From an optimization exercise on the open Yosys and OpenROAD flow, aimed at small area and a short achievable clock period; shortcuts taken in it are not production practice. Function was checked by simulation only, so behaviour that the tests miss may differ from the original.

==> quartz: inputs <==
// bam_servo
module bam_servo (
    input  wire        clk,
    input  wire        rst,
    input  wire        cmd_valid,
    output wire        cmd_ready,
    input  wire [39:0] cmd_word,
    output reg         rsp_valid,
    output reg  [1:0]  rsp_status,
    output reg  [31:0] rsp_data,
    input  wire        tick_valid,
    input  wire [31:0] tick_now,
    input  wire        estop_req,
    input  wire [9:0]  enc_raw,
    output reg         enc_strobe,
    output wire [14:0] pwm_a,
    output wire [14:0] pwm_b,
    output wire        diag_irq
);
clock: 110.0 ns
lec_check: 0
abc_area: 1
cap_margin: 20
core_margin: 2
core_utilization: 40
slew_margin: 20
synth_memory_max_bits: 8192
standard.sh (not shown) runs the stock make flow with config.mk's settings and CLKGATE_MAP_FILE= SYNTH_SCRIPT=/design/flow/synth_recipe.tcl, a recipe that flattens the netlist after the stock synthesis.
==> flow/flow/run.sh <==
#!/bin/bash
set -euo pipefail
W=$(pwd)
MODS="bam_kin_mul bam_plaw_mul"
{
  echo "proc extract_fa {args} { yosys extract_fa {*}\$args $MODS }"
  echo 'proc dfflibmap {args} {'
  echo '  yosys setattr -mod -unset keep_hierarchy'
  echo '  yosys flatten'
  echo '  yosys opt -fast -purge'
  echo '  yosys dfflibmap {*}$args'
  echo '}'
  cat "$W/synth_recipe.tcl"
} > "$W/flow_synth.tcl"
bash "$W/standard.sh" "SYNTH_SCRIPT=$W/flow_synth.tcl" "SYNTH_KEEP_MODULES=$MODS" \
  SETUP_SLACK_MARGIN=58 "${@:-finish}" > "$W/flow_make.log" 2>&1
==> inputs of nickel, as changes to quartz <==
--- a/flow/flow/run.sh
+++ b/flow/flow/run.sh
@@ -15,2 +15,2 @@
 bash "$W/standard.sh" "SYNTH_SCRIPT=$W/flow_synth.tcl" "SYNTH_KEEP_MODULES=$MODS" \
-  SETUP_SLACK_MARGIN=58 "${@:-finish}" > "$W/flow_make.log" 2>&1
+  SETUP_SLACK_MARGIN=51 "${@:-finish}" > "$W/flow_make.log" 2>&1
==> run summary <==
nickel finished with timing, DRC and antenna clean. quartz completed with no timing, DRC or antenna violations.
Die area is the same in quartz and nickel.
Against nickel, the via count of quartz is higher by 5.3%.
Against quartz, the utilization of nickel is lower by 6.4 points.
Flip-flop and latch count is the same in nickel and quartz.
In nickel the fmax is smaller than in quartz, by 5.0%.
Against nickel, the register-to-register slack of quartz is better by 2.1 ns.
Between nickel and quartz, the lower non-clock buffer count is in nickel (gap 524).
==> figures <==
Number of gates given a new drive strength after cts: nickel 102; quartz 1208
Status: nickel timing/DRC/antenna clean; quartz timing/DRC/antenna clean
Plain + repair buffers: nickel 497; quartz 1021
Wire length after detailed routing: nickel 338000 um; quartz 367000 um
Met1 capacity usage during global routing: nickel 45.6%; quartz 48.5%
Logic depth of the worst register-to-register path: nickel 254; quartz 234
Global Route Usage Sum: nickel 33.4%; quartz 36.5%
Worst-case setup slack after placement: nickel 45.95 ns; quartz 45.81 ns
Wire length of the first global-routing pass: nickel 486000 um; quartz 527000 um
Post-Route Utilization: nickel 44.5%; quartz 51.0%
GR met2 Demand/Resource: nickel 51.2%; quartz 55.0%
Relative area of non-clock buffer cells in the final design: nickel 5.96%; quartz 10.9%

========
==> build 83: inputs <==
bam_servo, a different RTL version from the one above (not shown whole).
Settings: LEC_CHECK=0, ABC_AREA=1, CAP_MARGIN=20, CORE_MARGIN=2, CORE_UTILIZATION=40, SLEW_MARGIN=20, SYNTH_MEMORY_MAX_BITS=8192; clock period 110.0 ns.
==> flow/flow/run.sh <==
#!/bin/bash
set -euo pipefail
W=$(pwd)
bash "$W/standard.sh" SETUP_SLACK_MARGIN=58 "${@:-finish}" > "$W/flow_make.log" 2>&1
==> inputs of build 44, as changes to build 83 <==
==> flow/flow/run.sh (replaced) <==
#!/bin/bash
set -euo pipefail
W=$(pwd)
bash "$W/standard.sh" SETUP_SLACK_MARGIN=51 "${@:-finish}" > "$W/flow_make.log" 2>&1
==> summary.md <==
| Metric | Value |
|---|---|
| Status | `timing/DRC/antenna clean` |
| Invs w/o clock | `1,794` |
| Clkbuf count | `70` |
| Antenna diodes | `3` |
| Post_cts resized | `1,200` |
| Syn-to-layout area delta | `28.0%` |
| Final period util | `52.1%` |
| Layout Cells excl Fill | `14,600` |
(the above is from build 83)
==> summary.md <==
| Metric | Value |
|---|---|
| Post_cts resized | `519` |
| Layout Cells excl Fill | `14,400` |
| Status | `timing/DRC/antenna clean` |
| Final period util | `53.0%` |
| Clkbuf count | `78` |
| Antenna diodes | `2` |
| Row Count | `161` |
| Syn-to-layout area delta | `22.1%` |
| Invs w/o clock | `1,792` |
(the above is from build 44)

========
==> v7: inputs <==
RTL: one of the versions met above, not the one the previous note started from.
Settings: LEC_CHECK=0, ABC_AREA=1, CAP_MARGIN=20, CORE_MARGIN=2, CORE_UTILIZATION=40, SLEW_MARGIN=20, SYNTH_MEMORY_MAX_BITS=8192; clock period 110.0 ns.
==> flow/flow/run.sh <==
#!/bin/bash
# Layout flow: the standard layout (standard.sh) with one change to synthesis.
# Full and half adders are extracted only inside the two multiplier modules
# (bam_kin_mul, bam_plaw_mul), which are kept as separate modules until then;
# the design is flattened just before flip-flop mapping, so ABC maps the square
# root and the rest of the logic as one network. Registers, their names and
# cell types are those of the standard synthesis.
set -euo pipefail
W=$(pwd)
MODS="bam_kin_mul bam_plaw_mul"
{
  echo "proc extract_fa {args} { yosys extract_fa {*}\$args $MODS }"
  echo 'proc dfflibmap {args} {'
  echo '  yosys setattr -mod -unset keep_hierarchy'
  echo '  yosys flatten'
  echo '  yosys opt -fast -purge'
  echo '  yosys dfflibmap {*}$args'
  echo '}'
  cat "$W/synth_recipe.tcl"
} > "$W/flow_synth.tcl"
bash "$W/standard.sh" "SYNTH_SCRIPT=$W/flow_synth.tcl" "SYNTH_KEEP_MODULES=$MODS" "${@:-finish}" > "$W/flow_make.log" 2>&1
==> inputs of v32, as changes to v7 <==
==> flow/flow/run.sh (replaced) <==
#!/bin/bash
set -euo pipefail
W=$(pwd)
bash "$W/standard.sh" SETUP_SLACK_MARGIN=58 "${@:-finish}" > "$W/flow_make.log" 2>&1
==> qor summary <==
| quantity | v32 | v7 |
|---|---|---|
| Result of the run | timing/DRC/antenna clean | timing/DRC/antenna clean |
| Final weighted congestion in routability-driven placement | 1.038 | 1.004 |
| Placed Cells incl. Taps | 12150 | 13410 |
| Clock Buffer Count | 79 | 74 |
| Seq/total area | 0.09779 | 0.1137 |
| Area delta synth->final | 28.98% | 6.424% |
| Sequential share of the synthesized area | 0.1261 | 0.1210 |
| Non-Clock Buffer Area Fraction | 0.1098 | 0.03887 |
| Sum of met2 wire segment lengths after detailed routing | 151000 microns | 140900 microns |
| Most common cell after layout, fill and taps aside | sky130_fd_sc_hd__inv_1 | sky130_fd_sc_hd__nand2_1 |
| Count leader, synth | sky130_fd_sc_hd__inv_1 | sky130_fd_sc_hd__nand2_1 |
| Met3 routed wirelength | 37060 microns | 33860 microns |
| Period minus WS final | 63.33 ns | 64.29 ns |
| Total standard cell area after synthesis | 0.07143 sq mm | 0.07444 sq mm |
| Pin count of the biggest net entering global routing | 94 | 168 |
| Worst-case register-to-register setup slack | 67.45 ns | 67.18 ns |

========
==> inputs of build 55 <==
RTL: one of the versions met above, not the one the previous note started from.
==> module bam_isqrt34, before the edit <==
module bam_isqrt34 (
    input  wire [33:0] d,
    output wire [16:0] q
);
    wire        q16 = d[33] | d[32];
    wire [1:0]  r0  = d[33:32] - {1'b0, q16};
    wire [20:0] rr  [0:8];
    wire [16:0] qq  [0:8];
    wire [18:0] q3v [0:8];
    assign rr[0]  = {19'd0, r0};
    assign qq[0]  = {16'd0, q16};
    assign q3v[0] = {17'd0, q16, q16};      
    genvar s;
    generate
        for (s = 0; s < 8; s = s + 1) begin : st
            localparam integer M  = 1 + 2 * s;      
            localparam integer WX = M + 5;          
            wire [M:0]    r   = rr[s][M:0];         
            wire [M-1:0]  qv  = qq[s][M-1:0];
            wire [M+1:0]  q3  = q3v[s][M+1:0];      
            wire [M+2:0]  q3p1 = {1'b0, q3} + 1'b1;
            wire [M+2:0]  q3p2 = {1'b0, q3} + 2'd2;
            wire [WX-1:0] x   = {r, d[31-4*s -: 4]};
            wire [WX:0]   d1  = {1'b0, x} - {{(WX+1-M-3){1'b0}}, qv, 3'b001};
            wire [WX:0]   d2  = {1'b0, x} - {{(WX+1-M-4){1'b0}}, qv, 4'b0100};
            wire [WX:0]   d3  = {1'b0, x} - {{(WX+1-M-6){1'b0}}, q3p1, 3'b001};
            wire          g3  = ~d3[WX];
            wire          g2  = ~d2[WX];
            wire          g1  = ~d1[WX];
            wire [1:0]    dig = g3 ? 2'd3 : g2 ? 2'd2 : g1 ? 2'd1 : 2'd0;
            wire [M+2:0]  rn  = g3 ? d3[M+2:0] : g2 ? d2[M+2:0] : g1 ? d1[M+2:0] : x[M+2:0];
            wire [M+3:0]  q3n = g3 ? {q3p2, 2'b01} : g2 ? {q3p1, 2'b10} : g1 ? {1'b0, q3, 2'b11} : {1'b0, q3, 2'b00};
            assign rr[s+1]  = {{(20-M-2){1'b0}}, rn};
            assign qq[s+1]  = {qq[s][14:0], dig};
            assign q3v[s+1] = q3n[M+3:0];
        end
    endgenerate
    assign q = qq[8];
endmodule
==> flow/config.mk <==
export PLATFORM = sky130hd
export DESIGN_NAME = bam_servo
export DESIGN_NICKNAME = bam_servo
export VERILOG_FILES = /design/flow/design.v
export SDC_FILE = /design/flow/constraint.sdc
export NUM_CORES = 4
export LEC_CHECK = 0
export ABC_AREA = 1
export CAP_MARGIN = 20
export CORE_MARGIN = 2
export CORE_UTILIZATION = 40
export SLEW_MARGIN = 20
export SYNTH_MEMORY_MAX_BITS = 8192
==> flow/constraint.sdc <==
create_clock -name core_clock -period 110.0 [get_ports {clk}]
set_input_delay 22.0000 -clock core_clock [delete_from_list [all_inputs] [get_ports {clk}]]
set_output_delay 22.0000 -clock core_clock [all_outputs]
set_load 0.01 [all_outputs]
run.sh (not shown) runs the stock make flow with config.mk's settings and CLKGATE_MAP_FILE= SYNTH_SCRIPT=/design/flow/synth_recipe.tcl, a recipe that flattens the netlist after the stock synthesis.
Stock flow here: none of the scripts above is used.
==> inputs of trial 23, as changes to build 55 <==
--- a/flow/design.v
+++ b/flow/design.v
@@ -292,40 +292,23 @@
     input  wire [33:0] d,
     output wire [16:0] q
 );
-    wire        q16 = d[33] | d[32];
-    wire [1:0]  r0  = d[33:32] - {1'b0, q16};
-    wire [20:0] rr  [0:8];
-    wire [16:0] qq  [0:8];
-    wire [18:0] q3v [0:8];
-    assign rr[0]  = {19'd0, r0};
-    assign qq[0]  = {16'd0, q16};
-    assign q3v[0] = {17'd0, q16, q16};      
-    genvar s;
+    wire [19:0] rem [0:17];
+    wire [16:0] qv  [0:17];
+    assign rem[0] = 20'd0;
+    assign qv[0]  = 17'd0;
+    genvar m;
     generate
-        for (s = 0; s < 8; s = s + 1) begin : st
-            localparam integer M  = 1 + 2 * s;      
-            localparam integer WX = M + 5;          
-            wire [M:0]    r   = rr[s][M:0];         
-            wire [M-1:0]  qv  = qq[s][M-1:0];
-            wire [M+1:0]  q3  = q3v[s][M+1:0];      
-            wire [M+2:0]  q3p1 = {1'b0, q3} + 1'b1;
-            wire [M+2:0]  q3p2 = {1'b0, q3} + 2'd2;
-            wire [WX-1:0] x   = {r, d[31-4*s -: 4]};
-            wire [WX:0]   d1  = {1'b0, x} - {{(WX+1-M-3){1'b0}}, qv, 3'b001};
-            wire [WX:0]   d2  = {1'b0, x} - {{(WX+1-M-4){1'b0}}, qv, 4'b0100};
-            wire [WX:0]   d3  = {1'b0, x} - {{(WX+1-M-6){1'b0}}, q3p1, 3'b001};
-            wire          g3  = ~d3[WX];
-            wire          g2  = ~d2[WX];
-            wire          g1  = ~d1[WX];
-            wire [1:0]    dig = g3 ? 2'd3 : g2 ? 2'd2 : g1 ? 2'd1 : 2'd0;
-            wire [M+2:0]  rn  = g3 ? d3[M+2:0] : g2 ? d2[M+2:0] : g1 ? d1[M+2:0] : x[M+2:0];
-            wire [M+3:0]  q3n = g3 ? {q3p2, 2'b01} : g2 ? {q3p1, 2'b10} : g1 ? {1'b0, q3, 2'b11} : {1'b0, q3, 2'b00};
-            assign rr[s+1]  = {{(20-M-2){1'b0}}, rn};
-            assign qq[s+1]  = {qq[s][14:0], dig};
-            assign q3v[s+1] = q3n[M+3:0];
+        for (m = 0; m < 17; m = m + 1) begin : st
+            localparam integer W = m + 3;
+            wire          pos = (m == 0) ? 1'b1 : ~rem[m][m+1];
+            wire [W-1:0]  a   = {rem[m][m:0], d[33-2*m -: 2]};
+            wire [W-1:0]  t   = {1'b0, qv[m][(m>0?m-1:0):0] & {(m>0?m:1){(m>0)}}, ~pos, 1'b1};
+            wire [W-1:0]  r   = a + (t ^ {W{pos}}) + {{(W-1){1'b0}}, pos};
+            assign rem[m+1] = {{(20-W){r[W-1]}}, r};
+            assign qv[m+1]  = {qv[m][15:0], ~r[W-1]};
         end
     endgenerate
-    assign q = qq[8];
+    assign q = qv[17];
 endmodule
 module bam_kin_mul (
     input  wire        kin,
==> flow/flow/run.sh (new file) <==
#!/bin/bash
# Layout flow: the standard layout (standard.sh) with one change to synthesis.
# Full and half adders are extracted only inside the two multiplier modules
# (bam_kin_mul, bam_plaw_mul), which are kept as separate modules until then;
# the design is flattened just before flip-flop mapping, so ABC maps the square
# root and the rest of the logic as one network. Registers, their names and
# cell types are those of the standard synthesis.
set -euo pipefail
W=$(pwd)
MODS="bam_kin_mul bam_plaw_mul"
{
  echo "proc extract_fa {args} { yosys extract_fa {*}\$args $MODS }"
  echo 'proc dfflibmap {args} {'
  echo '  yosys setattr -mod -unset keep_hierarchy'
  echo '  yosys flatten'
  echo '  yosys opt -fast -purge'
  echo '  yosys dfflibmap {*}$args'
  echo '}'
  cat "$W/synth_recipe.tcl"
} > "$W/flow_synth.tcl"
bash "$W/standard.sh" "SYNTH_SCRIPT=$W/flow_synth.tcl" "SYNTH_KEEP_MODULES=$MODS" "${@:-finish}" > "$W/flow_make.log" 2>&1
==> flow/standard.sh (new file) <==
#!/bin/bash
# synth_recipe.tcl (not shown) runs the flow's synth.tcl, then flattens the netlist and writes it again
# the make line also repeats each setting of config.mk as NAME=value (left out here)
make -C /OpenROAD-flow-scripts/flow DESIGN_CONFIG=/design/flow/config.mk WORK_HOME=/design/flow/orfs CLKGATE_MAP_FILE= SYNTH_SCRIPT=/design/flow/synth_recipe.tcl "${@:-finish}"
--- a/flow/config.mk
+++ b/flow/config.mk
@@ -9,5 +9,6 @@
 export CAP_MARGIN = 20
 export CORE_MARGIN = 2
 export CORE_UTILIZATION = 40
+export PLACE_DENSITY = 0.8
 export SLEW_MARGIN = 20
 export SYNTH_MEMORY_MAX_BITS = 8192
removed: flow/run.sh
==> run summary <==
Die Span Y 444.6 um; status finished clean; Fin Hold WS 452.2 ps; GR Layer Usage met1 0.4535; Worst Hold Launch drv_gain[6]; post-synthesis xor/xnor area fraction 0.1092; Setup crit start enc_raw[1]; fin area 0.08369 mm^2; Layout Utilization 0.4341; simple-gate portion of the synthesized area 0.2025; DIE AREA 0.1976 mm^2; Syn Area/Cell 6.831 um^2; adder and majority gate portion of the synthesized area 0.2442; Starting Density 0.4027; vias 82,950; M3 GR Usage 0.05947; synth top area cells fa_1, dfxtp_1, ha_1; Register-to-Register Setup Slack 60,190 ps
Source of the figures above: build 55

==> run summary <==
status finished clean; Setup crit start enc_raw[8]; dominant kind of cell multi-input gates; vias 78,469; synth top area cells fa_1, dfxtp_1, nand2_1; Starting Density 0.4019; GR Layer Usage met1 0.3826; Fin Hold WS 465.1 ps; Layout Utilization 0.4262; DIE AREA 0.1896 mm^2; Register-to-Register Setup Slack 67,370 ps; Die Span Y 435.4 um; M3 GR Usage 0.07641; simple-gate portion of the synthesized area 0.2748; post-synthesis xor/xnor area fraction 0.1021; Worst Hold Launch drv_d[4]; fin area 0.07895 mm^2
Source of the figures above: trial 23

re-timing with driven ports:
In the flow no input, the clock included, has a driving cell. The finished layouts below were timed again as built, in two steps. Step 1 assumes that a clkbuf_16 drives the clock port and a buf_2 every other input. Step 2 adds t to the input delays and takes it off the output delays; t is the mean of the earliest and latest rising clock arrival at the registers after step 1. Input paths then give back, and output paths get back, about the clock's delay inside the block. a / b / c = no drivers / after step 1 / after step 2; a / b = the first two.
run | shift t [ns] | setup WS [ns] | cell pins on the clock port's net
quartz | 0.752 | 55.940 / 55.941 / 55.189 | 1
nickel | 0.734 | 53.119 / 53.149 / 52.415 | 1
build 83 | 0.755 | 52.730 / 52.750 / 51.995 | 1
build 44 | 0.745 | 51.655 / 51.707 / 50.962 | 1
v7 | 0.732 | 45.710 / 45.751 / 45.019 | 1
v32 | 0.767 | 46.669 / 46.711 / 45.944 | 1
build 55 | 0.740 | 38.859 / 38.914 / 38.174 | 1
trial 23 | 0.741 | 45.843 / 45.893 / 45.152 | 1
After both steps setup and hold are still met in every run listed. For quartz, which loses most, drivers alone change the setup slack by +0.001 ns; drivers and shift together by -0.751 ns.
